Source: an optimization exercise on an open RTL-to-GDS flow (aim: small area, a short achievable clock period and few clock cycles). Production flows keep margins and buffers that such runs may drop.
In this exercise RTL edits were held to simulation tests only and were not proved equivalent to the original.
Power and IR drop assume default switching activity.

==> design/flow/design.v <==
module crc32_step32 (
    input  wire [31:0] r,
    input  wire [31:0] d,
    output wire [31:0] q
);
    wire [31:0] x = r ^ d;
    assign q[0] = ^(x & 32'h04D101DF);
    assign q[1] = ^(x & 32'h09A203BE);
    assign q[2] = ^(x & 32'h1344077D);
    assign q[3] = ^(x & 32'h26880EFA);
    assign q[4] = ^(x & 32'h4D101DF4);
    assign q[5] = ^(x & 32'h9A203BE9);
    assign q[6] = ^(x & 32'h3091760D);
    assign q[7] = ^(x & 32'h6122EC1A);
    assign q[8] = ^(x & 32'hC245D835);
    assign q[9] = ^(x & 32'h805AB1B5);
    assign q[10] = ^(x & 32'h046462B5);
    assign q[11] = ^(x & 32'h08C8C56A);
    assign q[12] = ^(x & 32'h11918AD4);
    assign q[13] = ^(x & 32'h232315A9);
    assign q[14] = ^(x & 32'h46462B53);
    assign q[15] = ^(x & 32'h8C8C56A6);
    assign q[16] = ^(x & 32'h1DC9AC92);
    assign q[17] = ^(x & 32'h3B935924);
    assign q[18] = ^(x & 32'h7726B249);
    assign q[19] = ^(x & 32'hEE4D6493);
    assign q[20] = ^(x & 32'hD84BC8F9);
    assign q[21] = ^(x & 32'hB446902D);
    assign q[22] = ^(x & 32'h6C5C2184);
    assign q[23] = ^(x & 32'hD8B84309);
    assign q[24] = ^(x & 32'hB5A187CC);
    assign q[25] = ^(x & 32'h6F920E46);
    assign q[26] = ^(x & 32'hDF241C8C);
    assign q[27] = ^(x & 32'hBA9938C7);
    assign q[28] = ^(x & 32'h71E37051);
    assign q[29] = ^(x & 32'hE3C6E0A3);
    assign q[30] = ^(x & 32'hC35CC098);
    assign q[31] = ^(x & 32'h826880EF);
endmodule
module frame_parser (
    input  wire        clk,
    input  wire        rst,             
    input  wire        in_valid,
    output wire        in_ready,
    input  wire [31:0] in_data,
    input  wire [2:0]  in_bytes,
    input  wire        in_last,
    output reg         out_valid,
    input  wire        out_ready,
    output wire [4:0]  out_info,        
    output wire [31:0] out_stored,
    output wire [31:0] out_calc,
    output wire [7:0]  out_type,
    output wire [31:0] out_length,
    output wire [31:0] out_data_start,
    output wire [31:0] out_data_end,
    output wire [31:0] out_vlq_count
);
    localparam [1:0] KIND_FRAME    = 2'd0;
    localparam [1:0] KIND_MISMATCH = 2'd1;
    localparam [1:0] KIND_NONE     = 2'd2;
    function [31:0] s_pre;
        input [1:0] p;
        case (p)
            2'd0: s_pre = 32'hFFFFFFFF;
            2'd1: s_pre = 32'hF0958FD9;
            2'd2: s_pre = 32'h9A1C9D90;
            default: s_pre = 32'hA32E2681;
        endcase
    endfunction
    function [31:0] crc_inv1;
        input [31:0] r;
        crc_inv1 = {r[30:0] ^ (32'hEDB88320 & {31{r[31]}}) , r[31]} ^ 32'd0;
    endfunction
    function [31:0] funnel;
        input [31:0] x;
        input [31:0] y;
        input [1:0]  o;
        case (o)
            2'd1: funnel = {x[7:0],  y[31:8]};
            2'd2: funnel = {x[15:0], y[31:16]};
            2'd3: funnel = {x[23:0], y[31:24]};
            default: funnel = x;
        endcase
    endfunction
    function [31:0] lanemask;
        input [3:0] m;
        lanemask = {{8{m[3]}}, {8{m[2]}}, {8{m[1]}}, {8{m[0]}}};
    endfunction
    function [3:0] thermo;    
        input [2:0] n;
        thermo = {n > 3'd3, n > 3'd2, n > 3'd1, n > 3'd0};
    endfunction
    reg        in_ready_r;
    reg [1:0]  in_bi;           
    reg [31:0] ib_data;
    reg [2:0]  ib_n;
    reg        ib_last;
    reg [1:0]  ib_bi;
    reg        ib_full;
    reg [3:0]  ib_pmask;        
    reg [31:0] g_data;
    reg        g_ld;            
    reg        g_part;          
    reg        sh_busy;
    reg [1:0]  sh_kind;
    reg [15:0] sh_hi;
    reg        sh_single;
    reg        rec_free;        
    reg [31:0] stored;
    reg [7:0]  ftype;
    reg [31:0] acc;
    reg [15:0] cnt;
    reg [15:0] ds;
    reg [31:0] de;
    reg [31:0] crc_n;           
    wire [31:0] crc = ~crc_n;
    reg [1:0]  kind;
    reg        ovf, trunc, chk;
    reg        term;            
    reg        done;            
    reg [14:0] rg;              
    reg        rg_nz;           
    reg        rg_one;          
    reg        ref_pend;        
    reg [1:0]  o_reg;           
    reg [1:0]  vp;              
    reg        r_fresh;         
    reg [4:0]  inv_cnt;         
    reg        fin_pend;        
    reg        rdy_t_r;         
    assign in_ready       = in_ready_r || (rdy_t_r && out_ready);
    assign out_info       = {ovf, trunc, chk, kind};
    assign out_stored     = stored;
    assign out_calc       = crc_n;
    assign out_type       = ftype;
    assign out_length     = acc;
    assign out_data_start = {16'd0, ds};
    assign out_data_end   = de;
    assign out_vlq_count  = {16'd0, cnt};
    wire accept = in_valid && in_ready;
    wire [1:0] o_sel    = (ib_bi == 2'd1) ? ib_data[25:24] : o_reg;
    wire       term_acc = (ib_bi == 2'd1) ? ((sh_kind == 2'd0) && (ib_n == 3'd4) && !ib_data[31]) : term;
    wire taken  = out_valid && out_ready;
    wire rec_ok = rec_free || taken;
    wire [7:0] l0 = ib_data[7:0];
    wire [7:0] l1 = ib_data[15:8];
    wire [7:0] l2 = ib_data[23:16];
    wire [7:0] l3 = ib_data[31:24];
    wire s0 = ib_full && (ib_bi == 2'd0);
    wire s1 = ib_full && (ib_bi == 2'd1);
    wire s2 = ib_full && (ib_bi == 2'd2);
    wire do_s0     = s0 && !sh_busy;
    wire do_s1     = s1 && rec_ok;
    wire do_single = sh_busy && sh_single && rec_ok;
    wire commit    = do_s1 || do_single;
    wire frame_c   = (sh_kind == KIND_FRAME);
    wire c_vlq  = do_s1 && frame_c && (ib_n == 3'd4);
    wire c_term = c_vlq && !l3[7];
    wire c_last = do_single || (do_s1 && ib_last);
    wire p_act   = s2 && (kind == KIND_FRAME) && !done;
    wire serial  = p_act && !term;
    wire payload = p_act && term && !ref_pend;
    wire skip2   = s2 && !p_act;
    reg [7:0] vb;
    always @(*) begin
        case (vp)
            2'd0: vb = l0;
            2'd1: vb = l1;
            2'd2: vb = l2;
            default: vb = l3;
        endcase
    end
    wire v_ok   = {1'b0, vp} < ib_n;
    wire v_do   = serial && v_ok;
    wire v_term = v_do && !vb[7];
    wire v_exh  = serial && (!v_ok || (vb[7] && ((vp == 2'd3) || ({1'b0, vp} + 3'd1 == ib_n))));
    wire consume = do_s0 || do_s1 || skip2 || v_exh || payload;
    wire [15:0] ds_v  = ds + 16'd1;
    wire [1:0]  lo2   = c_term ? l3[1:0] : vb[1:0];            
    wire [1:0]  o_new = c_term ? l3[1:0] : (ds_v[1:0] + vb[1:0]);
    wire [1:0]  p_new = 2'd0 - lo2;
    wire        l_zero = (l3[6:0] == 7'd0);                    
    wire [14:0] rg_acc = (|acc[31:16]) ? 15'h7FFF : ({1'b0, acc[15:2]} + {14'd0, |acc[1:0]});
    wire        acc_zero = (acc == 32'd0);
    wire        acc_le4  = (acc[31:3] == 29'd0) && (acc[2:0] <= 3'd4);
    wire        g_do  = g_ld && rg_nz;
    wire        f1    = g_do && rg_one && !g_part;      
    wire [31:0] crc_g;
    crc32_step32 u_step (.r(crc), .d(g_data), .q(crc_g));
    wire [2:0]  o_p    = (o_reg == 2'd0) ? 3'd4 : {1'b0, o_reg};
    wire        lb     = payload && ib_last;
    wire        case_a = lb && g_do && g_part;
    wire        rg_zero_after = !rg_nz || (g_do && rg_one);
    wire        lb_tr  = lb && !case_a && !rg_zero_after;
    wire [3:0]  ge_o   = {o_p <= 3'd3, o_p <= 3'd2, o_p <= 3'd1, 1'b0};    
    wire [3:0]  fl_m   = ib_pmask & thermo(ib_n) & ge_o;
    wire        flush  = lb_tr && (fl_m != 4'd0);
    wire [2:0]  inv_a  = o_p - ib_n;                     
    wire [2:0]  inv_b  = 3'd4 - (ib_n - o_p);            
    wire        inv_en = (inv_cnt != 5'd0) && !g_do;
    wire        inv_fire = inv_en && (inv_cnt == 5'd1);
    wire [3:0]  gt_t   = {vp < 2'd3, vp < 2'd2, vp < 2'd1, 1'b0};   
    wire [3:0]  xm_ref = ib_pmask & thermo(ib_n);
    wire        reform = ref_pend;
    wire        ref_ok = ((xm_ref & thermo(o_p)) != 4'd0) && !acc_zero;
    wire [3:0]  xm = reform ? xm_ref : (flush ? 4'd0 : thermo(in_bytes));
    wire [3:0]  ym = reform ? 4'd0 : (flush ? fl_m : ib_pmask);
    wire [31:0] gx = (reform ? ib_data : in_data) & lanemask(xm);
    wire [31:0] gy = ib_data & lanemask(ym);
    wire sh_busy_n  = do_s0 ? 1'b1 : (commit ? 1'b0 : sh_busy);
    wire rec_free_n = commit ? 1'b0 : (taken ? 1'b1 : rec_free);
    wire term_n     = commit ? c_term : (v_term ? 1'b1 : term);
    wire [1:0] kind_n = commit ? sh_kind : kind;
    wire done_n;
    wire ib_full_n = accept ? 1'b1 : (ib_full && !consume);
    wire [1:0] bi_n = accept ? in_bi : ib_bi;
    wire pred = (bi_n == 2'd0) ? !sh_busy_n :
                (bi_n == 2'd1) ? rec_free_n :
                ((kind_n != KIND_FRAME) || (term_n && !v_term));
    wire in_ready_n = !ib_full_n || pred;
    wire fire       = fin_pend || inv_fire;
    wire out_valid_n = fire || (out_valid && !taken);
    wire rdy_t_n    = ib_full_n && (bi_n == 2'd1) && out_valid_n;
    wire done_set = (commit && (c_last || !frame_c || (c_term && l_zero))) ||
                    (ref_pend && acc_zero) ||
                    (v_exh && ib_last) ||
                    lb || f1;
    assign done_n = commit ? (c_last || !frame_c || (c_term && l_zero)) : (done || done_set);
    reg [31:0] crc_d;
    always @(*) begin
        crc_d = crc;
        if (inv_en)
            crc_d = crc_inv1(crc);
        if (lb_tr && !flush && r_fresh && !g_do)
            crc_d = 32'hFFFFFFFF;
        if (c_term || v_term)
            crc_d = (c_term && ib_last) ? 32'hFFFFFFFF : s_pre(p_new);
        if (commit && !c_term)
            crc_d = 32'hFFFFFFFF;
        if (g_do)
            crc_d = crc_g;
    end
    wire eq = (crc == ~stored);
    always @(posedge clk) begin
        de  <= {16'd0, ds} + acc;
        crc_n <= ~crc_d;
        g_data <= funnel(gx, gy, o_sel);
        if (rst) begin
            in_ready_r <= 1'b1;
            rdy_t_r    <= 1'b0;
            in_bi      <= 2'd0;
            ib_full    <= 1'b0;
            g_ld       <= 1'b0;
            sh_busy    <= 1'b0;
            rec_free   <= 1'b1;
            out_valid  <= 1'b0;
            inv_cnt    <= 5'd0;
            fin_pend   <= 1'b0;
            vp         <= 2'd0;
            done       <= 1'b1;
            ref_pend   <= 1'b0;
        end else begin
            in_ready_r <= in_ready_n;
            rdy_t_r    <= rdy_t_n;
            if (accept) begin
                ib_data  <= in_data;
                ib_n     <= in_bytes;
                ib_last  <= in_last;
                ib_bi    <= in_bi;
                ib_pmask <= ((in_bi == 2'd2) && term_acc) ? 4'b1111 : 4'b0000;
                in_bi    <= in_last ? 2'd0 : ((in_bi == 2'd2) ? 2'd2 : in_bi + 2'd1);
            end
            ib_full <= ib_full_n;
            if (reform) begin
                g_ld   <= ref_ok;
                g_part <= ib_last && (ib_n < o_p);
            end else if (flush) begin
                g_ld   <= 1'b1;
                g_part <= 1'b1;
            end else begin
                g_ld   <= accept && (in_bi == 2'd2) && term_acc && !((o_sel == 2'd0) && (in_bytes == 3'd0));
                g_part <= in_last && ({1'b0, in_bytes} < ((o_sel == 2'd0) ? 4'd4 : {2'b0, o_sel}));
            end
            if (do_s0) begin
                sh_single <= ib_last;
                sh_kind   <= (ib_n == 3'd0) ? KIND_NONE :
                             ((ib_n < 3'd2) || (l0 != 8'h44) || (l1 != 8'h00)) ? KIND_MISMATCH :
                             KIND_FRAME;
                sh_hi     <= {(ib_n > 3'd2) ? l2 : 8'd0, (ib_n > 3'd3) ? l3 : 8'd0};
            end
            sh_busy  <= sh_busy_n;
            rec_free <= rec_free_n;
            if (commit) begin
                kind    <= sh_kind;
                stored  <= frame_c ? {sh_hi,
                                      (do_s1 && ib_n > 3'd0) ? l0 : 8'd0,
                                      (do_s1 && ib_n > 3'd1) ? l1 : 8'd0} : 32'd0;
                ftype   <= (frame_c && do_s1 && ib_n > 3'd2) ? l2 : 8'd0;
                acc     <= c_vlq ? {25'd0, l3[6:0]} : 32'd0;
                cnt     <= c_vlq ? 16'd1 : 16'd0;
                ds      <= !frame_c ? 16'd0 : (c_vlq ? 16'd8 : 16'd7);
                ovf     <= 1'b0;
                chk     <= 1'b0;
                trunc   <= frame_c && c_last && !(c_term && l_zero);
                term    <= c_term;
                vp      <= 2'd0;
                r_fresh <= 1'b1;
                fin_pend <= c_last || !frame_c || (c_term && l_zero);
            end else begin
                fin_pend <= f1;
                if (v_do) begin
                    acc <= {acc[24:0], vb[6:0]};
                    if (acc[31:25] != 7'd0)
                        ovf <= 1'b1;
                    cnt <= cnt + 16'd1;
                    ds  <= ds_v;
                end
                if (v_term) begin
                    term    <= 1'b1;
                    vp      <= 2'd0;
                    ib_pmask <= gt_t;
                    r_fresh <= 1'b1;
                end else if (v_exh) begin
                    vp <= 2'd0;
                    if (ib_last) begin
                        trunc    <= 1'b1;
                        fin_pend <= 1'b1;
                    end
                end else if (v_do) begin
                    vp <= vp + 2'd1;
                end
                if (g_do)
                    r_fresh <= 1'b0;
                if (ref_pend && acc_zero)
                    fin_pend <= 1'b1;
                if (case_a) begin
                    trunc   <= 1'b1;
                    inv_cnt <= {inv_a[1:0], 3'd0};
                end else if (lb_tr) begin
                    trunc <= 1'b1;
                    if (flush)
                        inv_cnt <= {inv_b[1:0], 3'd0};
                    else
                        fin_pend <= 1'b1;
                end else if (inv_en) begin
                    inv_cnt <= inv_cnt - 5'd1;
                end
            end
            ref_pend <= v_term;
            if (c_term || v_term)
                o_reg <= o_new;
            if (c_term) begin
                rg     <= {10'd0, l3[6:2]} + {14'd0, |l3[1:0]};
                rg_nz  <= !l_zero;
                rg_one <= !l_zero && (l3[6:0] <= 7'd4);
            end else if (ref_pend) begin
                rg     <= rg_acc;
                rg_nz  <= !acc_zero;
                rg_one <= !acc_zero && acc_le4;
            end else if (g_do) begin
                rg     <= rg - 15'd1;
                rg_nz  <= !rg_one;
                rg_one <= (rg == 15'd2);
            end
            done <= done_n;
            if (fin_pend)
                chk <= (kind == KIND_FRAME) && !trunc && !ovf && eq;
            out_valid <= out_valid_n;
        end
    end
endmodule
==> design/flow/run.sh <==
#!/bin/bash
# synth_recipe.tcl (not shown) runs the flow's synth.tcl, then flattens the netlist and writes it again
# the make line also repeats each setting of config.mk as NAME=value (left out here)
make -C /OpenROAD-flow-scripts/flow DESIGN_CONFIG=/design/flow/config.mk WORK_HOME=/design/flow/orfs CLKGATE_MAP_FILE= SYNTH_SCRIPT=/design/flow/synth_recipe.tcl finish
==> design/flow/config.mk <==
export PLATFORM = sky130hd
export DESIGN_NAME = frame_parser
export DESIGN_NICKNAME = frame_parser
export VERILOG_FILES = /design/flow/design.v
export SDC_FILE = /design/flow/constraint.sdc
export NUM_CORES = 4
export LEC_CHECK = 0
export CAP_MARGIN = 20
export CORE_MARGIN = 2
export CORE_UTILIZATION = 40
export SETUP_SLACK_MARGIN = 2.6
export SLEW_MARGIN = 20
export SYNTH_MEMORY_MAX_BITS = 16384
==> design/flow/constraint.sdc <==
create_clock -name core_clock -period 5.0 [get_ports {clk}]
set_input_delay 1.0000 -clock core_clock [delete_from_list [all_inputs] [get_ports {clk}]]
set_output_delay 1.0000 -clock core_clock [all_outputs]
set_load 0.01 [all_outputs]
==> results of run 1 <==
==> routing by layer <==
metal  part of all wire  wire, um  global-route usage  vias up
li1                   -         -                   -     7458
met1               0.41     30700               0.403     8212
met2               0.45     33600               0.473      924
met3              0.077      5700              0.0467      230
met4              0.055      4090               0.127        0
met5                  0         0                   0        -
==> cells in the final DEF (no fill, tap or decap), types with 34 or more instances in the layout <==
cell type,synthesis,routed
a21oi_1,102,58
a21oi_2,0,34
and2_1,64,59
and3_1,48,46
buf_4,35,221
buf_6,0,49
clkbuf_16,0,37
clkdlybuf4s50_1,0,38
dfxtp_1,115,84
dlygate4sd2_1,0,162
edfxtp_1,192,192
nand2_1,157,135
nand3_1,41,35
nor2_1,133,103
o21ai_0,83,40
xnor2_1,248,234
xor2_1,118,115
==> area by class of cell <==
| type | instances | share of cell area |
|---|---|---|
| multi-input combinational | 1437 | 0.447 |
| sequential | 307 | 0.310 |
| timing repair buffer | 495 | 0.166 |
| clock buffer | 48 | 0.0374 |
| tap | 600 | 0.0285 |
| inverter | 39 | 0.00626 |
| clock inverter | 13 | 0.00484 |
==> power by group through the flow <==
stage          clock [uW]  combinational [uW]  sequential (uW)
2_1_floorplan           0                7170             3300
3_3_place_gp            0               10500             3480
3_5_place_dp            0               10300             3470
4_1_cts              2610               10800             3410
5_1_grt              2700               11700             3440
6_report             2590               11300             3440
==> stage by stage <==
stage,area [um2],utilization,std cells,power (uW)
after floorplan,18800,-,1888,10500
after global placement,21300,0.468,2617,13900
after detailed placement,21300,0.468,2617,13800
after CTS,24900,0.548,2858,16800
after global routing,26400,0.580,2939,17800
final,26400,0.580,2939,17400
==> timing repair <==
item	in CTS	in global routing
pin swaps	125	101
buffers inserted	171	79
gates cloned	9	2
resized for setup	533	189
setup endpoints to repair	515	210
==> final timing paths <==
kind | startpoint | end | slack, ps | depth (start not counted)
worst max-delay path | o_reg[0] | g_data[26] | 2210 | 11
worst min-delay path | in_bi[1] | in_bi[1] | 510 | 2
worst max register to register | o_reg[0] | g_data[26] | 2210 | 11
worst min register to register | in_bi[1] | in_bi[1] | 510 | 2
==> worst max-delay path, stage by stage (launching register included) <==
cell	delay (ps)
edfxtp_1	520
buf_6	190
ha_4	160
o211a_1	120
a311o_2	430
a31oi_4	320
buf_4	170
buf_4	120
a32oi_1	150
a221oi_2	290
nand2_1	110
o21ai_2	110
==> kinds of logic (layout without fill, tap and decap cells) <==
| kind of cell | Yosys count | after routing |
|---|---|---|
| DFF | 307 | 307 |
| AOI/OAI and AO/OA | 346 | 346 |
| other | 1 | 32 |
| xor gates and xnor gates | 397 | 397 |
| muxes | 23 | 23 |
| and+or+nand+nor | 581 | 589 |
| buffers and inverters | 152 | 595 |
| adders and majority gates | 50 | 50 |
==> flow_metrics.py, run 1 <==
metrics = {
    "power_and_ir_drop": {
        "p_comb_frac": 0.653,
        "switchingPower_uw": 7990,
        "pwr_density_cell_nw_per_um2": 658,
        "peakVddDrop_mv": 0.775,
        "seq_power_share": 0.198,
        "p_clk_frac": 0.149,
        "power_leakage_uw": 0.0103,
        "p_sw_frac": 0.460,
        "p_int_uw": 9370,
    },
    "critical_path": {
        "path_class": "flip-flop to flip-flop",
        "cp.required_ps": 5450,
        "start_kind": "flip-flop",
        "cp_max_fo": 5,
        "cp_data_arrival_time_ps": 3240,
        "critPathCaptureType": "flip-flop",
    },
    "clock_tree": {
        "hold_buffers": 0,
        "cts.sinks": 307,
        "htree_levels": 2,
        "cts_buffers": 34,
        "clock_latency_ps": 570,
        "cts_tree": "yes",
        "path_clk_slew_ps": 60,
        "cts_root_buf": "clkbuf_16",
        "cts_buffer_depth": 3,
    },
    "yosys": {
        "yosys.area.top_type_share": 0.312,
        "synth_warnings": 1,
        "synth_area_um2": 18500,
        "synth.most_common_cell": "xnor2_1",
        "synth_mux_area_frac": 0.0128,
        "synth_cell_types": 78,
        "synth.area.top_cells": "edfxtp_1 (31%), dfxtp_1 (12%), xnor2_1 (12%)",
        "synth_enable_flop_cells": 192,
        "synth_xor_area_frac": 0.201,
        "synth-simple-area-share": 0.157,
        "synth_adder_area_share": 0.0342,
        "ys.flop_type": "edfxtp_1",
        "postSynth.asyncResetShare": 0,
        "syn_area_per_cell_um2": 9.96,
        "synth_top_family_by_area": "XOR/XNOR gates",
        "synth-compound-area-share": 0.120,
        "synth_common_cells": "xnor2_1 (248), edfxtp_1 (192), nand2_1 (157)",
        "ys_seq_elements": 307,
        "seq_area_frac_synth": 0.436,
        "syn-instance-count": 1857,
        "yosys.area.top_type": "edfxtp_1",
    },
    "timing": {
        "worstMarginPinSlew_ps": 1200,
        "finalHoldViolations": 0,
        "rsz0062_at_grt": "yes",
        "post-route-period-util": 0.557,
        "finalMaxSlewViolations": 0,
        "finalSetupViolations": 0,
        "clock.fmax_ghz": 0.359,
        "setup_slack_ps": 2210,
        "finClkSkew_ps": 30.7,
        "final.min_clock_period_ps": 2790,
        "tns_ps": 0,
        "relSlewSlack": 0.194,
        "worst_hold_slack_ps": 515,
    },
    "floorplan": {
        "dieArea_um2": 48000,
        "fp.dieW_um": 219,
        "die_h_um": 219,
        "initial_core_util": 0.407,
        "core_um2": 45500,
        "fp-row-count": 78,
        "ios": 247,
    },
    "layout": {
        "nets": 2404,
        "layout-drive-gt1-share": 0.300,
        "ff_latch_area_um2": 8180,
        "area_growth_pct": 42.5,
        "multi_input_area_um2": 11800,
        "diodes": 0,
        "nFillCells": 3891,
    },
    "global_route": {
        "grt_usage": 0.298,
        "grt_start_max_net_pins": 65,
        "grt_pass1_vias": 15800,
        "antenna_found_initial": 0,
        "grt-ovfl-total": 0,
        "grt_pass1_wl_um": 105000,
    },
    "routing": {
        "wl_um": 74100,
        "drc": 0,
        "dr.pass1.iters": 10,
        "first_iter_violations": 2151,
        "vias_per_cell": 5.72,
        "wl_per_cell_um": 25.2,
        "num_vias": 16800,
        "ant_nets": 0,
    },
    "placed_design": {
        "place_worst_setup_slack_ps": 1020,
        "gp_congestion": 0.969,
        "dp_hpwl_um": 50600,
        "port_buffers": 214,
    },
    "status": {
        "status": "finished clean",
    },
    "job": {
        "maxCapViolCount": 0,
    },
    "worst_hold_path": {
        "hold_path_class": "flip-flop to flip-flop",
    },
}
Testbench counts, summed over its fixed seeds: cycles 45,907.
==> run 2, diff against run 1 <==
--- a/design/flow/design.v
+++ b/design/flow/design.v
@@ -127,4 +127,6 @@
     reg [1:0]  vp;              
     reg        r_fresh;         
+    reg [1:0]  p_reg;           
+    reg        clr_pend;        
     reg [4:0]  inv_cnt;         
     reg        fin_pend;        
@@ -233,10 +235,10 @@
         if (inv_en)
             crc_d = crc_inv1(crc);
-        if (lb_tr && !flush && r_fresh && !g_do)
-            crc_d = 32'hFFFFFFFF;
-        if (c_term || v_term)
-            crc_d = (c_term && ib_last) ? 32'hFFFFFFFF : s_pre(p_new);
-        if (commit && !c_term)
+        if (clr_pend)
             crc_d = 32'hFFFFFFFF;
+        if (ref_pend)
+            crc_d = s_pre(p_reg);
+        if (commit)
+            crc_d = (c_term && !ib_last) ? s_pre(2'd0 - ib_data[25:24]) : 32'hFFFFFFFF;
         if (g_do)
             crc_d = crc_g;
@@ -261,4 +263,5 @@
             done       <= 1'b1;
             ref_pend   <= 1'b0;
+            clr_pend   <= 1'b0;
         end else begin
             in_ready_r <= in_ready_n;
@@ -321,4 +324,5 @@
                     vp      <= 2'd0;
                     ib_pmask <= gt_t;
+                    p_reg   <= 2'd0 - vb[1:0];
                     r_fresh <= 1'b1;
                 end else if (v_exh) begin
@@ -365,4 +369,5 @@
             end
             done <= done_n;
+            clr_pend <= lb_tr && !flush && r_fresh && !g_do;
             if (fin_pend)
                 chk <= (kind == KIND_FRAME) && !trunc && !ovf && eq;
==> design/flow/flow/run.sh (new file) <==
#!/bin/bash
# The standard layout (the standard.sh, all steps), with the port buffers
# that buffer_ports inserts made sky130_fd_sc_hd__buf_1 instead of its default pick.
set -euo pipefail
bash standard.sh "BUFFER_PORTS_ARGS=-buffer_cell sky130_fd_sc_hd__buf_1" finish > orfs_make.log 2>&1
==> design/flow/standard.sh (new file) <==
#!/bin/bash
# synth_recipe.tcl (not shown) runs the flow's synth.tcl, then flattens the netlist and writes it again
# the make line also repeats each setting of config.mk as NAME=value (left out here)
make -C /OpenROAD-flow-scripts/flow DESIGN_CONFIG=/design/flow/config.mk WORK_HOME=/design/flow/orfs CLKGATE_MAP_FILE= SYNTH_SCRIPT=/design/flow/synth_recipe.tcl "${@:-finish}"
--- a/design/flow/config.mk
+++ b/design/flow/config.mk
@@ -9,5 +9,5 @@
 export CORE_MARGIN = 2
 export CORE_UTILIZATION = 40
-export SETUP_SLACK_MARGIN = 2.6
+export SETUP_SLACK_MARGIN = 2.5
 export SLEW_MARGIN = 20
 export SYNTH_MEMORY_MAX_BITS = 16384
removed: design/flow/run.sh
==> run 2 against run 1 <==
Compared with the run above: first-iteration DRC count down 26%; cell count down 5.3%; critical path depth down 2; synthesized cell count up 0.22%; sequential share of layout area up 4.5 points; design area down 13%; clock skew down 5.1 ps; highest routed layer is now met5.
==> flow_metrics.py, run 2 <==
metrics = {
    "power_and_ir_drop": {
        "switchingPower_uw": 6840,
        "p_clk_frac": 0.178,
        "power_leakage_uw": 0.00821,
        "power.total_uw": 15900,
        "pwr_density_cell_nw_per_um2": 691,
        "p_sw_frac": 0.431,
        "p_comb_frac": 0.592,
        "seq_power_share": 0.229,
        "p_int_uw": 9040,
        "peakVddDrop_mv": 0.609,
    },
    "global_route": {
        "grt_pass1_wl_um": 98800,
        "grt_start_max_net_pins": 50,
        "grt_usage": 0.278,
        "grt_pass1_vias": 14800,
        "antenna_found_initial": 2,
        "grt-ovfl-total": 0,
    },
    "critical_path": {
        "max_stage_delay_ps": 540,
        "slowest_stage": "a211oi_4",
        "critPathCaptureType": "flip-flop",
        "cp_max_fo": 7,
        "cp_data_arrival_time_ps": 3020,
        "critical-path-top-delay-family": "compound AO/OA/AOI/OAI gates",
        "start_kind": "flip-flop",
        "crit_chain": "inv_2, ha_4, and2b_2, a32oi_4, a211oi_4, buf_4, nor3_4, a22o_1, a221o_1",
        "cp.required_ps": 5450,
        "path_class": "flip-flop to flip-flop",
        "path_buf_inv": 2,
    },
    "clock_tree": {
        "htree_levels": 2,
        "cts_buffer_depth": 3,
        "path_clk_slew_ps": 60,
        "hold_buffers": 0,
        "cts_buffers": 38,
        "cts.sinks": 310,
        "cts_root_buf": "clkbuf_16",
        "clock_latency_ps": 570,
        "cts_tree": "yes",
    },
    "status": {
        "status": "finished clean",
    },
    "yosys": {
        "seq_area_frac_synth": 0.436,
        "synth_area_um2": 18700,
        "synth.area.top_cells": "edfxtp_1 (31%), dfxtp_1 (12%), xnor2_1 (12%)",
        "yosys.area.top_type_share": 0.312,
        "syn-instance-count": 1861,
        "syn_area_per_cell_um2": 10.0,
        "synth.most_common_cell": "xnor2_1",
        "ys.flop_type": "edfxtp_1",
        "yosys.area.top_type": "edfxtp_1",
        "synth_common_cells": "xnor2_1 (251), edfxtp_1 (194), nand2_1 (165)",
        "postSynth.asyncResetShare": 0,
        "synth_enable_flop_cells": 194,
        "ys_seq_elements": 310,
        "synth_cell_types": 82,
        "synth_warnings": 1,
    },
    "layout": {
        "nets": 2246,
        "nFillCells": 4299,
        "layout_commonest_cell": "xnor2_1",
        "area_growth_pct": 23.1,
        "stdcell_count": 2784,
        "fin_area_um2": 23000,
        "diodes": 0,
        "final_cell_mix": "xnor2_1 (224), buf_1 (211), edfxtp_1 (194), nand2_1 (162), xor2_1 (113)",
        "layout-drive-gt1-share": 0.164,
    },
    "floorplan": {
        "ios": 247,
        "fp-row-count": 79,
        "die_h_um": 220,
        "initial_core_util": 0.403,
        "core_um2": 46400,
        "fp.dieW_um": 220,
        "dieArea_um2": 48400,
    },
    "placed_design": {
        "place_worst_setup_slack_ps": 1460,
        "dp_hpwl_um": 51000,
        "gp_congestion": 1.02,
        "dp.cells": 2637,
        "port_buffers": 214,
        "postPlaceCellArea_um2": 20100,
    },
    "routing": {
        "dr.pass1.iters": 6,
        "ant_nets": 0,
        "first_iter_violations": 1600,
        "drc": 0,
        "num_vias": 15800,
        "wl_um": 69400,
        "wl_per_cell_um": 24.9,
        "vias_per_cell": 5.67,
    },
    "timing": {
        "relSlewSlack": 0.338,
        "finalSetupViolations": 0,
        "clock.fmax_ghz": 0.390,
        "setup_slack_ps": 2440,
        "worstMarginPinSlew_ps": 991,
        "post-route-period-util": 0.513,
        "rsz0062_at_grt": "yes",
        "tns_ps": 0,
        "finalMaxSlewViolations": 0,
        "finClkSkew_ps": 25.7,
        "final.min_clock_period_ps": 2560,
        "finalHoldViolations": 0,
    },
    "worst_hold_path": {
        "hold_path_class": "flip-flop to flip-flop",
    },
    "job": {
        "maxCapViolCount": 0,
    },
}
## run 2: worst reg2reg max path: cells and delay by family, from the launching register on
kind / cells / cell delay (ps)
compound gates: 4 / 1290
flops: 1 / 390
simple gates: 2 / 320
buf+inv: 2 / 290
fa+ha+maj: 1 / 160
## run 2: cells by family (layout without fill, tap and decap cells)
kind of cell             count (synthesis)  in the layout  share of synthesized area
XOR/XNOR                               388            388                      0.192
AND/OR/NAND/NOR                        561            562                      0.148
flip-flops                             310            310                      0.436
other                                    1             32                   0.000201
buffers and inverters                  152            436                     0.0378
adder cells (fa/ha/maj)                 56             56                     0.0379
AO/OA/AOI/OAI                          362            362                      0.131
multiplexers                            31             31                     0.0174
## run 2: timing repair
item / 4_1_cts / 5_1_grt
cloned: 1 / 2
setup buffers: 32 / 44
pin swaps: 20 / 34
setup endpoints to repair: 226 / 140
gates resized for setup: 87 / 97
endpoints found under the hold margin: 0 / 0
## run 2: power by group through the flow
stage	Clock (uW)	Combinational, uW	Sequential (uW)
final	2830	9400	3640
after global routing	2980	10000	3630
after CTS	2880	9150	3590
after detailed placement	0	8960	3600
after global placement	0	8990	3610
after floorplan	0	6920	3350
## run 2: metal layers
metal  share of wire  GRT usage  vias to the layer above
met4           0.036     0.0917                        4
met3           0.072     0.0500                      140
li1                -          -                     7141
met1            0.44      0.396                     7769
met5         0.00040          0                        -
met2            0.45      0.424                      739
## run 2: area by class of cell
type / count / area, um2 / share of cell area
multi-input cells: 1431 / 10900 / 0.475
flip-flops and latches: 310 / 8170 / 0.356
repair buffers: 320 / 1690 / 0.0736
clock buffers: 47 / 1040 / 0.0451
well taps: 607 / 759 / 0.0330
clock inverters: 20 / 231 / 0.0101
inverters: 49 / 186 / 0.00811
## run 2: per-stage QoR
step	hold slack (ps)	util
after floorplan	455	-
after global placement	471	0.434
after detailed placement	483	0.434
after CTS	491	0.478
after global routing	532	0.496
final	496	0.496
## run 2: final timing paths
| check | slack (ps) | depth (start not counted) | start | endpoint |
|---|---|---|---|---|
| worst min register to register | 500 | 2 | inv_cnt[4] | inv_cnt[4] |
| worst min-delay path | 500 | 2 | inv_cnt[4] | inv_cnt[4] |
| worst max register to register | 2440 | 9 | o_reg[0] | g_data[9] |
| worst max-delay path | 2440 | 9 | o_reg[0] | g_data[9] |
Testbench counts of run 2, summed over its fixed seeds: cycles 45,907.
==> run 3, diff against run 2 <==
--- a/design/flow/design.v
+++ b/design/flow/design.v
@@ -84,4 +84,15 @@
         endcase
     endfunction
+    function [3:0] funnel4;
+        input [3:0] x;
+        input [3:0] y;
+        input [1:0] o;
+        case (o)
+            2'd1: funnel4 = {x[0],   y[3:1]};
+            2'd2: funnel4 = {x[1:0], y[3:2]};
+            2'd3: funnel4 = {x[2:0], y[3]};
+            default: funnel4 = x;
+        endcase
+    endfunction
     function [31:0] lanemask;
         input [3:0] m;
@@ -121,7 +132,11 @@
     reg        done;            
     reg [14:0] rg;              
+    reg        rg_x;            
     reg        rg_nz;           
     reg        rg_one;          
-    reg        ref_pend;        
+    reg        rg_pend;         
+    reg        vq;              
+    reg        pk_fin;          
+    reg [3:0]  pk_mask;         
     reg [1:0]  o_reg;           
     reg [1:0]  vp;              
@@ -142,6 +157,9 @@
     assign out_vlq_count  = {16'd0, cnt};
     wire accept = in_valid && in_ready;
-    wire [1:0] o_sel    = (ib_bi == 2'd1) ? ib_data[25:24] : o_reg;
-    wire       term_acc = (ib_bi == 2'd1) ? ((sh_kind == 2'd0) && (ib_n == 3'd4) && !ib_data[31]) : term;
+    reg         de_c16;         
+    wire [16:0] de_lo = {1'b0, ds} + {1'b0, acc[15:0]};
+    wire       ib_b1    = ib_full && (ib_bi == 2'd1);    
+    wire [1:0] o_sel    = ib_b1 ? ib_data[25:24] : o_reg;
+    wire       term_acc = ib_b1 ? ((sh_kind == 2'd0) && (ib_n == 3'd4) && !ib_data[31]) : term;
     wire taken  = out_valid && out_ready;
     wire rec_ok = rec_free || taken;
@@ -157,4 +175,7 @@
     wire do_single = sh_busy && sh_single && rec_ok;
     wire commit    = do_s1 || do_single;
+    wire [1:0] s0_kind = (ib_n == 3'd0) ? KIND_NONE :
+                         ((ib_n < 3'd2) || (l0 != 8'h44) || (l1 != 8'h00)) ? KIND_MISMATCH :
+                         KIND_FRAME;
     wire frame_c   = (sh_kind == KIND_FRAME);
     wire c_vlq  = do_s1 && frame_c && (ib_n == 3'd4);
@@ -162,27 +183,29 @@
     wire c_last = do_single || (do_s1 && ib_last);
     wire p_act   = s2 && (kind == KIND_FRAME) && !done;
-    wire serial  = p_act && !term;
-    wire payload = p_act && term && !ref_pend;
+    wire payload = p_act && term;
+    wire v_last  = p_act && !term && ib_last;       
     wire skip2   = s2 && !p_act;
+    wire c_cont = c_vlq && l3[7] && !ib_last;
+    wire pk_act = (vq || c_cont) && in_valid && !pk_fin;
     reg [7:0] vb;
     always @(*) begin
         case (vp)
-            2'd0: vb = l0;
-            2'd1: vb = l1;
-            2'd2: vb = l2;
-            default: vb = l3;
+            2'd0: vb = in_data[7:0];
+            2'd1: vb = in_data[15:8];
+            2'd2: vb = in_data[23:16];
+            default: vb = in_data[31:24];
         endcase
     end
-    wire v_ok   = {1'b0, vp} < ib_n;
-    wire v_do   = serial && v_ok;
+    wire v_ok   = {1'b0, vp} < in_bytes;
+    wire v_do   = pk_act && v_ok;
     wire v_term = v_do && !vb[7];
-    wire v_exh  = serial && (!v_ok || (vb[7] && ((vp == 2'd3) || ({1'b0, vp} + 3'd1 == ib_n))));
-    wire consume = do_s0 || do_s1 || skip2 || v_exh || payload;
+    wire v_fin  = pk_act && (!v_ok || !vb[7] || (vp == 2'd3) || ({1'b0, vp} + 3'd1 == in_bytes));
+    wire consume = do_s0 || do_s1 || s2;
     wire [15:0] ds_v  = ds + 16'd1;
     wire [1:0]  lo2   = c_term ? l3[1:0] : vb[1:0];            
-    wire [1:0]  o_new = c_term ? l3[1:0] : (ds_v[1:0] + vb[1:0]);
+    wire [1:0]  o_new = c_term ? l3[1:0] : (c_cont ? (2'd1 + vb[1:0]) : (ds_v[1:0] + vb[1:0]));
     wire [1:0]  p_new = 2'd0 - lo2;
     wire        l_zero = (l3[6:0] == 7'd0);                    
-    wire [14:0] rg_acc = (|acc[31:16]) ? 15'h7FFF : ({1'b0, acc[15:2]} + {14'd0, |acc[1:0]});
+    wire [14:0] rg_acc = (|acc[31:16]) ? 15'h7FFF : {1'b0, acc[15:2]};
     wire        acc_zero = (acc == 32'd0);
     wire        acc_le4  = (acc[31:3] == 29'd0) && (acc[2:0] <= 3'd4);
@@ -204,11 +227,10 @@
     wire        inv_fire = inv_en && (inv_cnt == 5'd1);
     wire [3:0]  gt_t   = {vp < 2'd3, vp < 2'd2, vp < 2'd1, 1'b0};   
-    wire [3:0]  xm_ref = ib_pmask & thermo(ib_n);
-    wire        reform = ref_pend;
-    wire        ref_ok = ((xm_ref & thermo(o_p)) != 4'd0) && !acc_zero;
-    wire [3:0]  xm = reform ? xm_ref : (flush ? 4'd0 : thermo(in_bytes));
-    wire [3:0]  ym = reform ? 4'd0 : (flush ? fl_m : ib_pmask);
-    wire [31:0] gx = (reform ? ib_data : in_data) & lanemask(xm);
+    wire [3:0]  xm = flush ? 4'd0 : (thermo(in_bytes) & pk_mask);
+    wire [3:0]  ym = flush ? fl_m : ib_pmask;
+    wire [31:0] gx = in_data & lanemask(xm);
     wire [31:0] gy = ib_data & lanemask(ym);
+    wire [3:0]  gm = funnel4(xm, ym, o_sel);     
+    wire        g_ld_acc = accept && (in_bi == 2'd2) && term_acc && (gm != 4'd0);
     wire sh_busy_n  = do_s0 ? 1'b1 : (commit ? 1'b0 : sh_busy);
     wire rec_free_n = commit ? 1'b0 : (taken ? 1'b1 : rec_free);
@@ -219,14 +241,19 @@
     wire [1:0] bi_n = accept ? in_bi : ib_bi;
     wire pred = (bi_n == 2'd0) ? !sh_busy_n :
-                (bi_n == 2'd1) ? rec_free_n :
-                ((kind_n != KIND_FRAME) || (term_n && !v_term));
-    wire in_ready_n = !ib_full_n || pred;
+                (bi_n == 2'd1) ? rec_free_n : 1'b1;
+    wire vq_n     = (v_term || (accept && in_last)) ? 1'b0 : (commit ? c_cont : vq);
+    wire pk_fin_n = accept ? 1'b0 : (v_fin || pk_fin);
+    wire vc1_n    = accept ? ((in_bytes == 3'd4) && in_data[31] && !in_last)
+                           : ((ib_n == 3'd4) && ib_data[31] && !ib_last);
+    wire [1:0] sh_kind_n = do_s0 ? s0_kind : sh_kind;
+    wire block_n  = (vq_n && !pk_fin_n) ||
+                    (ib_full_n && (bi_n == 2'd1) && vc1_n && (sh_kind_n == KIND_FRAME));
+    wire in_ready_n = (!ib_full_n || pred) && !block_n;
     wire fire       = fin_pend || inv_fire;
     wire out_valid_n = fire || (out_valid && !taken);
-    wire rdy_t_n    = ib_full_n && (bi_n == 2'd1) && out_valid_n;
+    wire rdy_t_n    = ib_full_n && (bi_n == 2'd1) && out_valid_n && !block_n;
     wire done_set = (commit && (c_last || !frame_c || (c_term && l_zero))) ||
-                    (ref_pend && acc_zero) ||
-                    (v_exh && ib_last) ||
-                    lb || f1;
+                    (rg_pend && acc_zero) ||
+                    v_last || lb || f1;
     assign done_n = commit ? (c_last || !frame_c || (c_term && l_zero)) : (done || done_set);
     reg [31:0] crc_d;
@@ -237,5 +264,5 @@
         if (clr_pend)
             crc_d = 32'hFFFFFFFF;
-        if (ref_pend)
+        if (rg_pend)
             crc_d = s_pre(p_reg);
         if (commit)
@@ -246,5 +273,7 @@
     wire eq = (crc == ~stored);
     always @(posedge clk) begin
-        de  <= {16'd0, ds} + acc;
+        de[15:0]  <= de_lo[15:0];
+        de[31:16] <= acc[31:16] + {15'd0, de_c16};
+        de_c16    <= de_lo[16] && !commit;
         crc_n <= ~crc_d;
         g_data <= funnel(gx, gy, o_sel);
@@ -262,5 +291,8 @@
             vp         <= 2'd0;
             done       <= 1'b1;
-            ref_pend   <= 1'b0;
+            rg_pend    <= 1'b0;
+            vq         <= 1'b0;
+            pk_fin     <= 1'b0;
+            pk_mask    <= 4'b1111;
             clr_pend   <= 1'b0;
         end else begin
@@ -272,23 +304,20 @@
                 ib_last  <= in_last;
                 ib_bi    <= in_bi;
-                ib_pmask <= ((in_bi == 2'd2) && term_acc) ? 4'b1111 : 4'b0000;
+                ib_pmask <= ((in_bi == 2'd2) && term_acc) ? pk_mask : 4'b0000;
                 in_bi    <= in_last ? 2'd0 : ((in_bi == 2'd2) ? 2'd2 : in_bi + 2'd1);
             end
             ib_full <= ib_full_n;
-            if (reform) begin
-                g_ld   <= ref_ok;
-                g_part <= ib_last && (ib_n < o_p);
-            end else if (flush) begin
+            if (flush) begin
                 g_ld   <= 1'b1;
                 g_part <= 1'b1;
             end else begin
-                g_ld   <= accept && (in_bi == 2'd2) && term_acc && !((o_sel == 2'd0) && (in_bytes == 3'd0));
+                g_ld   <= g_ld_acc;
                 g_part <= in_last && ({1'b0, in_bytes} < ((o_sel == 2'd0) ? 4'd4 : {2'b0, o_sel}));
             end
+            vq     <= vq_n;
+            pk_fin <= pk_fin_n;
             if (do_s0) begin
                 sh_single <= ib_last;
-                sh_kind   <= (ib_n == 3'd0) ? KIND_NONE :
-                             ((ib_n < 3'd2) || (l0 != 8'h44) || (l1 != 8'h00)) ? KIND_MISMATCH :
-                             KIND_FRAME;
+                sh_kind   <= s0_kind;
                 sh_hi     <= {(ib_n > 3'd2) ? l2 : 8'd0, (ib_n > 3'd3) ? l3 : 8'd0};
             end
@@ -301,12 +330,13 @@
                                       (do_s1 && ib_n > 3'd1) ? l1 : 8'd0} : 32'd0;
                 ftype   <= (frame_c && do_s1 && ib_n > 3'd2) ? l2 : 8'd0;
-                acc     <= c_vlq ? {25'd0, l3[6:0]} : 32'd0;
-                cnt     <= c_vlq ? 16'd1 : 16'd0;
-                ds      <= !frame_c ? 16'd0 : (c_vlq ? 16'd8 : 16'd7);
+                acc     <= !c_vlq ? 32'd0 : (v_do ? {18'd0, l3[6:0], vb[6:0]} : {25'd0, l3[6:0]});
+                cnt     <= !c_vlq ? 16'd0 : (v_do ? 16'd2 : 16'd1);
+                ds      <= !frame_c ? 16'd0 : (!c_vlq ? 16'd7 : (v_do ? 16'd9 : 16'd8));
                 ovf     <= 1'b0;
                 chk     <= 1'b0;
                 trunc   <= frame_c && c_last && !(c_term && l_zero);
-                term    <= c_term;
-                vp      <= 2'd0;
+                term    <= c_term || v_term;
+                if (v_term)
+                    p_reg <= 2'd0 - vb[1:0];
                 r_fresh <= 1'b1;
                 fin_pend <= c_last || !frame_c || (c_term && l_zero);
@@ -322,20 +352,14 @@
                 if (v_term) begin
                     term    <= 1'b1;
-                    vp      <= 2'd0;
-                    ib_pmask <= gt_t;
                     p_reg   <= 2'd0 - vb[1:0];
                     r_fresh <= 1'b1;
-                end else if (v_exh) begin
-                    vp <= 2'd0;
-                    if (ib_last) begin
-                        trunc    <= 1'b1;
-                        fin_pend <= 1'b1;
-                    end
-                end else if (v_do) begin
-                    vp <= vp + 2'd1;
+                end
+                if (v_last) begin
+                    trunc    <= 1'b1;
+                    fin_pend <= 1'b1;
                 end
                 if (g_do)
                     r_fresh <= 1'b0;
-                if (ref_pend && acc_zero)
+                if (rg_pend && acc_zero)
                     fin_pend <= 1'b1;
                 if (case_a) begin
@@ -352,19 +376,32 @@
                 end
             end
-            ref_pend <= v_term;
+            if (accept) begin
+                vp      <= 2'd0;
+                pk_mask <= 4'b1111;
+            end else if (v_term) begin
+                pk_mask <= gt_t;
+            end else if (v_do && !v_fin) begin
+                vp <= vp + 2'd1;
+            end
+            rg_pend <= v_term;
             if (c_term || v_term)
                 o_reg <= o_new;
             if (c_term) begin
-                rg     <= {10'd0, l3[6:2]} + {14'd0, |l3[1:0]};
+                rg     <= {10'd0, l3[6:2]};
+                rg_x   <= |l3[1:0];
                 rg_nz  <= !l_zero;
                 rg_one <= !l_zero && (l3[6:0] <= 7'd4);
-            end else if (ref_pend) begin
+            end else if (rg_pend) begin
                 rg     <= rg_acc;
+                rg_x   <= |acc[1:0];
                 rg_nz  <= !acc_zero;
                 rg_one <= !acc_zero && acc_le4;
             end else if (g_do) begin
-                rg     <= rg - 15'd1;
+                if (rg_x)
+                    rg_x <= 1'b0;
+                else
+                    rg   <= rg - 15'd1;
                 rg_nz  <= !rg_one;
-                rg_one <= (rg == 15'd2);
+                rg_one <= rg_x ? (rg == 15'd1) : (rg == 15'd2);
             end
             done <= done_n;
==> run 3 against run 2 <==
Compared with the run above: still clean; combinational power decreased by 0.7%; maximum frequency is 2.1% higher; cell count fell by 2.7%; clock power up 4%; design area is 2.2% lower; synthesized cell count fell by 3.3%; utilization shrank 1.1 points; critical path type unchanged; critical endpoint is now acc[5]; largest cell class unchanged; largest power group unchanged; highest routed layer is now met4.
==> flow_metrics.py, run 3 <==
metrics = {
    "status": {
        "status": "finished clean",
    },
    "timing": {
        "finalHoldViolations": 0,
        "post-route-period-util": 0.503,
        "finClkSkew_ps": 18.0,
        "clock.fmax_ghz": 0.398,
        "finalMaxSlewViolations": 0,
        "final.min_clock_period_ps": 2510,
        "tns_ps": 0,
        "rsz0062_at_grt": "yes",
        "relSlewSlack": 0.404,
        "setup_slack_ps": 2490,
        "finalSetupViolations": 0,
        "worstMarginPinSlew_ps": 894,
    },
    "routing": {
        "dr.pass1.iters": 7,
        "ant_nets": 0,
        "drc": 0,
        "first_iter_violations": 1621,
        "wl_per_cell_um": 23.6,
        "vias_per_cell": 5.45,
        "wl_um": 63800,
        "num_vias": 14800,
    },
    "layout": {
        "fin_util": 0.485,
        "layout_commonest_cell": "buf_1",
        "fin_area_um2": 22500,
        "nets": 2166,
        "diodes": 0,
        "area_growth_pct": 20.0,
        "layout-drive-gt1-share": 0.151,
        "final_cell_mix": "buf_1 (210), xnor2_1 (208), edfxtp_1 (194), nand2_1 (189), dfxtp_1 (115)",
    },
    "critical_path": {
        "cp_max_fo": 9,
        "start_kind": "flip-flop",
        "critPathCaptureType": "flip-flop",
        "slowest_stage": "or3b_4",
        "cp_data_arrival_time_ps": 2790,
        "path_class": "flip-flop to flip-flop",
        "crit_chain": "or3b_4, nor3b_4, and2_4, o2111ai_4, buf_4, buf_4, a21oi_1, o22ai_2",
        "cpMostUsedCell": "buf_4",
        "cp.required_ps": 5280,
        "max_stage_delay_ps": 450,
    },
    "global_route": {
        "grt_pass1_vias": 13800,
        "grt-ovfl-total": 0,
        "grt_pass1_wl_um": 91900,
        "antenna_found_initial": 0,
        "grt_usage": 0.258,
        "grt_start_max_net_pins": 49,
    },
    "floorplan": {
        "initial_core_util": 0.404,
        "core_um2": 46400,
        "fp.dieW_um": 220,
        "fp-row-count": 79,
        "die_h_um": 220,
        "dieArea_um2": 48600,
        "ios": 247,
    },
    "clock_tree": {
        "cts_buffers": 38,
        "cts.sinks": 317,
        "path_clk_slew_ps": 70,
        "clock_latency_ps": 560,
        "htree_levels": 2,
        "cts_buffer_depth": 3,
        "cts_tree": "yes",
        "cts_root_buf": "clkbuf_16",
    },
    "yosys": {
        "ys_seq_elements": 317,
        "synth_common_cells": "xnor2_1 (209), edfxtp_1 (194), nand2_1 (194)",
        "synth.area.top_cells": "edfxtp_1 (31%), dfxtp_1 (13%), xnor2_1 (9.8%)",
        "synth_cell_types": 78,
        "yosys.area.top_type": "edfxtp_1",
        "ys.flop_type": "edfxtp_1",
        "seq_area_frac_synth": 0.442,
        "synth_warnings": 1,
        "syn-instance-count": 1799,
        "synth_enable_flop_cells": 194,
        "syn_area_per_cell_um2": 10.4,
        "synth.most_common_cell": "xnor2_1",
        "postSynth.asyncResetShare": 0,
        "yosys.area.top_type_share": 0.311,
        "synth_area_um2": 18700,
    },
    "power_and_ir_drop": {
        "power_leakage_uw": 0.00811,
        "peakVddDrop_mv": 0.755,
        "pwr_density_cell_nw_per_um2": 705,
    },
    "job": {
        "maxCapViolCount": 0,
    },
    "placed_design": {
        "dp_hpwl_um": 46700,
        "postPlaceCellArea_um2": 20200,
        "port_buffers": 214,
        "place_worst_setup_slack_ps": 1110,
        "gp_congestion": 0.965,
    },
    "worst_hold_path": {
        "hold_path_class": "flip-flop to flip-flop",
    },
}
run 3: changes by cell type after synthesis, sizes merged, moves of 9 or more:
cell | before | now
o22ai | 8 | 40
nand2 | 165 | 196
nor2 | 128 | 104
xor2 | 119 | 98
and2 | 85 | 67
o21ai | 83 | 101
inv | 47 | 34
nand3 | 42 | 30
mux2 | 12 | 2
nor3 | 32 | 22
o221a | 0 | 10
a32oi | 9 | 0
nand2b | 6 | 15
run 3: critical path: cells and delay by family, from the launching register on:
| family | cells | cell delay [ps] |
|---|---|---|
| AOI/OAI and AO/OA | 3 | 500 |
| buffers and inverters | 2 | 380 |
| and+or+nand+nor | 3 | 910 |
| DFF | 1 | 430 |
run 3: final cells by class:
cell class	count	area, um2
Inverter	35	140
Clock buffer	48	1030
Multi-Input combinational cell	1382	10400
Sequential cell	317	8300
Clock inverter	20	282
Fill cell	4284	23900
Tap cell	607	759
Timing Repair Buffer	299	1550
run 3: path summary, 6_finish.rpt:
path,startpoint,slack (ps),cells past startpoint,end
setup / recovery,ib_n[2],2490,8,acc[5]
hold / removal,pk_mask[0],440,2,pk_mask[0]
setup reg to reg,ib_n[2],2490,8,acc[5]
hold reg to reg,pk_mask[0],440,2,pk_mask[0]
run 3: power by group:
part / switching, uW / internal, uW
clock network: 1160 / 1780
registers: 559 / 3020
logic: 4970 / 4350
total: 6700 / 9160
run 3: cells by family (layout without fill, tap and decap cells):
family                   Yosys count  count (layout)  share of synthesized area
AO/OA/AOI/OAI                    360             362                      0.121
XOR/XNOR                         369             369                      0.212
adder cells (fa/ha/maj)           53              53                     0.0358
buffers and inverters            134             402                     0.0356
flip-flops                       317             317                      0.442
multiplexers                      20              20                     0.0108
other                              1              32                   0.000200
AND/OR/NAND/NOR                  545             546                      0.142
run 3: what timing repair did:
item | CTS | global route
gates cloned | 3 | 2
hold endpoints to repair | 0 | 0
buffers inserted | 26 | 38
resized for setup | 60 | 45
hold buffers | 0 | 0
pin swaps | 9 | 14
setup endpoints to repair | 228 | 165
run 3: per-layer routing:
layer	GRT usage	wire (um)
met5	0	0
met1	0.359	28100
met3	0.0437	4210
met4	0.0877	2140
met2	0.407	29400
run 3: through the flow:
stage,power [uW],hold WS (ps),instances
after global placement,12700,430,2570
after global routing,16600,476,2708
final,15900,444,2708
after detailed placement,12700,437,2570
after floorplan,10600,420,1830
after CTS,15800,446,2667
Testbench counts of run 3, summed over its fixed seeds: cycles 45,661.
==> run 4, diff against run 3 <==
--- a/design/flow/design.v
+++ b/design/flow/design.v
@@ -5,36 +5,105 @@
 );
     wire [31:0] x = r ^ d;
-    assign q[0] = ^(x & 32'h04D101DF);
-    assign q[1] = ^(x & 32'h09A203BE);
-    assign q[2] = ^(x & 32'h1344077D);
-    assign q[3] = ^(x & 32'h26880EFA);
-    assign q[4] = ^(x & 32'h4D101DF4);
-    assign q[5] = ^(x & 32'h9A203BE9);
-    assign q[6] = ^(x & 32'h3091760D);
-    assign q[7] = ^(x & 32'h6122EC1A);
-    assign q[8] = ^(x & 32'hC245D835);
-    assign q[9] = ^(x & 32'h805AB1B5);
-    assign q[10] = ^(x & 32'h046462B5);
-    assign q[11] = ^(x & 32'h08C8C56A);
-    assign q[12] = ^(x & 32'h11918AD4);
-    assign q[13] = ^(x & 32'h232315A9);
-    assign q[14] = ^(x & 32'h46462B53);
-    assign q[15] = ^(x & 32'h8C8C56A6);
-    assign q[16] = ^(x & 32'h1DC9AC92);
-    assign q[17] = ^(x & 32'h3B935924);
-    assign q[18] = ^(x & 32'h7726B249);
-    assign q[19] = ^(x & 32'hEE4D6493);
-    assign q[20] = ^(x & 32'hD84BC8F9);
-    assign q[21] = ^(x & 32'hB446902D);
-    assign q[22] = ^(x & 32'h6C5C2184);
-    assign q[23] = ^(x & 32'hD8B84309);
-    assign q[24] = ^(x & 32'hB5A187CC);
-    assign q[25] = ^(x & 32'h6F920E46);
-    assign q[26] = ^(x & 32'hDF241C8C);
-    assign q[27] = ^(x & 32'hBA9938C7);
-    assign q[28] = ^(x & 32'h71E37051);
-    assign q[29] = ^(x & 32'hE3C6E0A3);
-    assign q[30] = ^(x & 32'hC35CC098);
-    assign q[31] = ^(x & 32'h826880EF);
+    wire t32 = x[0] ^ x[22];
+    wire t33 = x[2] ^ x[7];
+    wire t34 = x[1] ^ x[23];
+    wire t35 = x[3] ^ x[6];
+    wire t36 = x[4] ^ t32;
+    wire t37 = x[5] ^ x[8];
+    wire t38 = x[17] ^ x[24];
+    wire t39 = x[18] ^ x[25];
+    wire t40 = x[10] ^ x[26];
+    wire t41 = x[11] ^ x[27];
+    wire t42 = x[12] ^ x[28];
+    wire t43 = x[13] ^ x[29];
+    wire t44 = x[14] ^ x[30];
+    wire t45 = x[15] ^ x[31];
+    wire t46 = x[9] ^ x[21];
+    wire t47 = x[20] ^ t33;
+    wire t48 = x[7] ^ x[19];
+    wire t49 = x[16] ^ x[23];
+    wire t50 = x[5] ^ t45;
+    wire t51 = x[24] ^ x[28];
+    wire t52 = x[25] ^ x[29];
+    wire t53 = x[19] ^ x[27];
+    wire t54 = t34 ^ t40;
+    wire t55 = x[0] ^ t42;
+    wire t56 = t38 ^ t43;
+    wire t57 = t39 ^ t44;
+    wire t58 = x[16] ^ t36;
+    wire t59 = x[8] ^ x[26];
+    wire t60 = x[3] ^ x[4];
+    wire t61 = x[2] ^ x[9];
+    wire t62 = x[9] ^ x[11];
+    wire t63 = x[6] ^ x[30];
+    wire t64 = t33 ^ t46;
+    wire t65 = t37 ^ t38;
+    wire t66 = t35 ^ t37;
+    wire t67 = x[31] ^ t41;
+    wire t68 = x[13] ^ t36;
+    wire t69 = t32 ^ t50;
+    wire t70 = x[3] ^ x[10];
+    wire t71 = x[14] ^ x[20];
+    wire t72 = x[1] ^ x[21];
+    wire t73 = x[10] ^ x[15];
+    wire t74 = x[5] ^ x[14];
+    wire t75 = x[18] ^ x[26];
+    wire t76 = x[4] ^ x[15];
+    wire t77 = x[19] ^ x[25];
+    wire t78 = t35 ^ t48;
+    wire t79 = x[12] ^ t37;
+    wire t80 = x[24] ^ t40;
+    wire t81 = t41 ^ t63;
+    wire t82 = t49 ^ t71;
+    wire t83 = x[22] ^ t53;
+    wire t84 = x[6] ^ t49;
+    wire t85 = t51 ^ t76;
+    wire t86 = x[31] ^ t53;
+    wire t87 = x[22] ^ t48;
+    wire t88 = x[2] ^ t42;
+    wire t89 = x[30] ^ t39;
+    wire t90 = x[28] ^ t44;
+    wire t91 = x[21] ^ t42;
+    wire t92 = t34 ^ t47;
+    wire t93 = t52 ^ t54;
+    wire t94 = t47 ^ t79;
+    wire t95 = t46 ^ t55;
+    wire t96 = t43 ^ t55;
+    wire t97 = t44 ^ t56;
+    wire t98 = t52 ^ t65;
+    wire t99 = t50 ^ t58;
+    wire t100 = x[17] ^ t68;
+    assign q[0] = t35 ^ t58 ^ t59 ^ t92;
+    assign q[1] = x[27] ^ t34 ^ t60 ^ t64 ^ t65;
+    assign q[2] = x[10] ^ t36 ^ t39 ^ t51 ^ t61 ^ t66;
+    assign q[3] = x[4] ^ x[5] ^ t62 ^ t78 ^ t93;
+    assign q[4] = x[4] ^ t80 ^ t81 ^ t94;
+    assign q[5] = x[7] ^ x[13] ^ x[25] ^ t66 ^ t67 ^ t95;
+    assign q[6] = t61 ^ t70 ^ t82 ^ t96;
+    assign q[7] = x[11] ^ t60 ^ t72 ^ t73 ^ t97;
+    assign q[8] = x[2] ^ x[11] ^ x[12] ^ t57 ^ t99;
+    assign q[9] = x[19] ^ t45 ^ t94 ^ t100;
+    assign q[10] = t64 ^ t68 ^ t74 ^ t75;
+    assign q[11] = x[14] ^ t34 ^ t66 ^ t73 ^ t83;
+    assign q[12] = t47 ^ t62 ^ t84 ^ t85;
+    assign q[13] = x[0] ^ x[7] ^ x[12] ^ x[16] ^ x[21] ^ t70 ^ t98;
+    assign q[14] = x[1] ^ t39 ^ t59 ^ t62 ^ t63 ^ t100;
+    assign q[15] = x[9] ^ x[12] ^ x[18] ^ t33 ^ t54 ^ t74 ^ t86;
+    assign q[16] = x[13] ^ x[16] ^ t41 ^ t54 ^ t85 ^ t87;
+    assign q[17] = t41 ^ t82 ^ t88 ^ t98;
+    assign q[18] = x[15] ^ x[26] ^ t35 ^ t56 ^ t89 ^ t95;
+    assign q[19] = x[1] ^ x[27] ^ x[31] ^ t40 ^ t43 ^ t48 ^ t57 ^ t58;
+    assign q[20] = x[17] ^ t41 ^ t78 ^ t90 ^ t99;
+    assign q[21] = x[3] ^ x[17] ^ x[29] ^ t69 ^ t75 ^ t88;
+    assign q[22] = x[18] ^ x[30] ^ t43 ^ t47 ^ t59 ^ t83;
+    assign q[23] = x[0] ^ x[3] ^ x[8] ^ x[20] ^ x[23] ^ t46 ^ t86 ^ t90;
+    assign q[24] = x[8] ^ x[29] ^ t35 ^ t40 ^ t45 ^ t49 ^ t51 ^ t64;
+    assign q[25] = x[20] ^ t38 ^ t61 ^ t81 ^ t93;
+    assign q[26] = x[3] ^ t33 ^ t67 ^ t80 ^ t89 ^ t91;
+    assign q[27] = x[6] ^ x[16] ^ t67 ^ t77 ^ t92 ^ t96;
+    assign q[28] = t36 ^ t84 ^ t91 ^ t97;
+    assign q[29] = x[7] ^ t34 ^ t56 ^ t57 ^ t69;
+    assign q[30] = x[20] ^ x[24] ^ t45 ^ t57 ^ t60 ^ t87;
+    assign q[31] = t33 ^ t35 ^ t69 ^ t72 ^ t77;
 endmodule
 module frame_parser (
==> design/flow/flow/run.sh (replaced) <==
#!/bin/bash
# The standard layout (the standard.sh, all steps) with two changes:
#  - the port buffers that buffer_ports inserts are sky130_fd_sc_hd__buf_1
#    instead of its default pick;
#  - clock tree synthesis builds from clkbuf_8 and adds no dummy loads.
set -euo pipefail
bash standard.sh \
  "BUFFER_PORTS_ARGS=-buffer_cell sky130_fd_sc_hd__buf_1" \
  "CTS_ARGS=-sink_clustering_enable -repair_clock_nets -dont_use_dummy_load -buf_list sky130_fd_sc_hd__clkbuf_8" \
  finish > orfs_make.log 2>&1
==> run 4 against run 3 <==
Compared with the run above: still clean on timing, DRC and antenna; maximum frequency shrank 0.12%; routed wire length shrank 3.8%; sequential power is essentially flat; register-to-register slack is essentially flat; largest cell class unchanged.
==> flow_metrics.py, run 4 <==
metrics = {
    "global_route": {
        "grt_start_max_net_pins": 65,
        "grt_pass1_wl_um": 89400,
        "grt-ovfl-total": 0,
        "grt_pass1_vias": 14000,
        "grt_usage": 0.258,
        "antenna_found_initial": 0,
    },
    "clock_tree": {
        "path_clk_slew_ps": 60,
        "cts_tree": "yes",
        "cts.sinks": 317,
        "clock_latency_ps": 660,
        "htree_levels": 2,
        "cts_buffers": 56,
        "cts_buffer_depth": 3,
        "hold_buffers": 0,
        "cts_root_buf": "clkbuf_8",
    },
    "yosys": {
        "yosys.area.top_type": "edfxtp_1",
        "synth_enable_flop_cells": 194,
        "syn_area_per_cell_um2": 10.2,
        "ys.flop_type": "edfxtp_1",
        "seq_area_frac_synth": 0.466,
        "synth_warnings": 1,
        "synth_area_um2": 17800,
        "postSynth.asyncResetShare": 0,
        "ys_seq_elements": 317,
        "synth.area.top_cells": "edfxtp_1 (33%), dfxtp_1 (14%), xnor2_1 (13%)",
        "synth.most_common_cell": "xnor2_1",
        "syn-instance-count": 1738,
        "yosys.area.top_type_share": 0.327,
        "synth_cell_types": 75,
        "synth_common_cells": "xnor2_1 (269), edfxtp_1 (194), nand2_1 (164)",
    },
    "floorplan": {
        "dieArea_um2": 46200,
        "core_um2": 44000,
        "fp.dieW_um": 215,
        "fp-row-count": 77,
        "ios": 247,
        "initial_core_util": 0.404,
        "die_h_um": 215,
    },
    "power_and_ir_drop": {
        "power_leakage_uw": 0.00755,
        "power.total_uw": 14800,
        "p_sw_frac": 0.464,
        "switchingPower_uw": 6870,
        "pwr_density_cell_nw_per_um2": 688,
        "p_clk_frac": 0.132,
        "peakVddDrop_mv": 0.691,
        "seq_power_share": 0.241,
        "p_comb_frac": 0.628,
        "p_int_uw": 7940,
    },
    "critical_path": {
        "crit_chain": "buf_6, o211a_1, a311oi_2, or3_4, o211ai_1, buf_4, buf_6, nor2_4, nand2_1, nand3_1, a22o_1",
        "cpMostUsedCell": "buf_6",
        "cp.required_ps": 5520,
        "slowest_stage": "edfxtp_1",
        "start_kind": "flip-flop",
        "cp_data_arrival_time_ps": 3040,
        "critPathCaptureType": "flip-flop",
        "path_class": "flip-flop to flip-flop",
        "max_stage_delay_ps": 500,
        "cp_max_fo": 8,
    },
    "timing": {
        "clock.fmax_ghz": 0.398,
        "rsz0062_at_grt": "yes",
        "finalSetupViolations": 0,
        "tns_ps": 0,
        "finClkSkew_ps": 73.3,
        "worst_hold_slack_ps": 443,
        "relSlewSlack": 0.399,
        "post-route-period-util": 0.503,
        "finalMaxSlewViolations": 0,
        "final.min_clock_period_ps": 2520,
        "finalHoldViolations": 0,
        "worstMarginPinSlew_ps": 900,
    },
    "placed_design": {
        "port_buffers": 214,
        "dp_hpwl_um": 44500,
        "gp_congestion": 0.999,
        "postPlaceCellArea_um2": 19200,
    },
    "routing": {
        "num_vias": 14500,
        "first_iter_violations": 1445,
        "drc": 0,
        "ant_nets": 0,
        "dr.pass1.iters": 9,
        "wl_per_cell_um": 23.4,
        "vias_per_cell": 5.55,
        "wl_um": 61300,
    },
    "layout": {
        "fin_area_um2": 21500,
        "layout-drive-gt1-share": 0.165,
        "layout_commonest_cell": "xnor2_1",
        "final_cell_mix": "xnor2_1 (232), buf_1 (210), edfxtp_1 (194), nand2_1 (160), dfxtp_1 (100)",
        "nets": 2120,
        "diodes": 0,
        "area_growth_pct": 21.0,
    },
    "job": {
        "maxCapViolCount": 0,
    },
    "status": {
        "status": "finished clean",
    },
    "worst_hold_path": {
        "hold_path_class": "flip-flop to flip-flop",
    },
}
==> run 4: cell count changes in the layout (fill, tap and decap cells not counted), moves of 15 or more <==
cell       before  now
nand2_1       189  160
clkbuf_16      39    1
o22ai_1        39   10
xor2_1         94   71
clkbuf_8        4   56
dfxtp_1       115  100
xnor2_1       208  232
==> run 4: cells by family (layout without fill, tap and decap cells) <==
group,count (synthesis),in the layout,synth area share
muxes,12,12,0.00682
AOI/OAI and AO/OA,338,338,0.125
adders and majority gates,53,53,0.0377
other,1,32,0.000211
DFF,317,317,0.466
buffers and inverters,136,389,0.0370
and+or+nand+nor,524,527,0.146
xor gates and xnor gates,357,357,0.181
==> run 4: power groups by stage <==
stage          registers, uW  logic, uW  clock network [uW]
4_1_cts                 3520       9000                2010
3_3_place_gp            3530       8710                   0
3_5_place_dp            3540       8680                   0
6_report                3560       9290                1950
5_1_grt                 3560       9650                2110
2_1_floorplan           3340       6190                   0
==> run 4: metrics by stage <==
| stage | worst slack [ps] | utilization | std cells |
|---|---|---|---|
| 3_3_place_gp | 1640 | 0.437 | 2494 |
| 6_report | 2480 | 0.489 | 2617 |
| 5_1_grt | 2370 | 0.489 | 2617 |
| 3_5_place_dp | 1550 | 0.437 | 2494 |
| 4_1_cts | 2450 | 0.475 | 2595 |
| 2_1_floorplan | 1540 | - | 1769 |
==> run 4: worst max-delay path: cells and delay by family (launching register included) <==
kind                   cells  cell delay (ps)
and+or+nand+nor            4              620
DFF                        1              500
buffers and inverters      3              470
AOI/OAI and AO/OA          4              800
==> run 4: layer usage <==
layer / up-vias / track usage / part of all wire
met5: - / 0 / 0
met4: 0 / 0.126 / 0.046
met3: 154 / 0.0410 / 0.081
met2: 733 / 0.418 / 0.47
met1: 6992 / 0.336 / 0.40
li1: 6651 / - / -
==> run 4: area by class of cell <==
cell class	count	area (um2)
Fill cell	4059	22500
Multi-Input combinational cell	1319	10000
Sequential cell	317	8320
Timing Repair Buffer	297	1540
Clock buffer	56	771
Tap cell	592	741
Inverter	36	149
==> run 4: path summary, 6_finish.rpt <==
kind                start          to  slack (ps)  cells after the start
setup / recovery  ib_n[1]  g_data[26]        2480                     11
hold reg to reg    de_c16      de[16]         440                      1
setup reg to reg  ib_n[1]  g_data[26]        2480                     11
hold / removal     de_c16      de[16]         440                      1
==> run 4: timing repair <==
| action | in CTS | in global routing |
|---|---|---|
| pin swaps | 21 | 34 |
| buffers inserted | 42 | 20 |
| setup endpoints to repair | 258 | 152 |
| gates cloned | 3 | 1 |
| resized for setup | 126 | 86 |
Testbench counts of run 4, summed over its fixed seeds: cycles 45,661.

[what the ideal ports hide]
The results above use ideal ports. As a check the final layouts listed here were re-extracted and re-timed, cells and wires unchanged.
Step 1 sets driving cells, clkbuf_16 on the clock port and buf_2 on the other inputs (assumed; they add their load-dependent delay and slew).
Step 2 also shifts input and output timing later by t, the mid clock arrival at the registers, as if the neighbouring blocks saw the same clock.
Three values: no drivers, after step 1, after step 2; two values: the first two.
run	shift t [ns]	slack for setup (ns)
run 1	0.607	2.214 / 2.214 / 1.768
run 2	0.608	2.435 / 2.435 / 2.046
run 3	0.613	2.487 / 2.476 / 1.957
run 4	0.672	2.484 / 2.465 / 2.004
After both steps setup and hold are still met in every run listed.
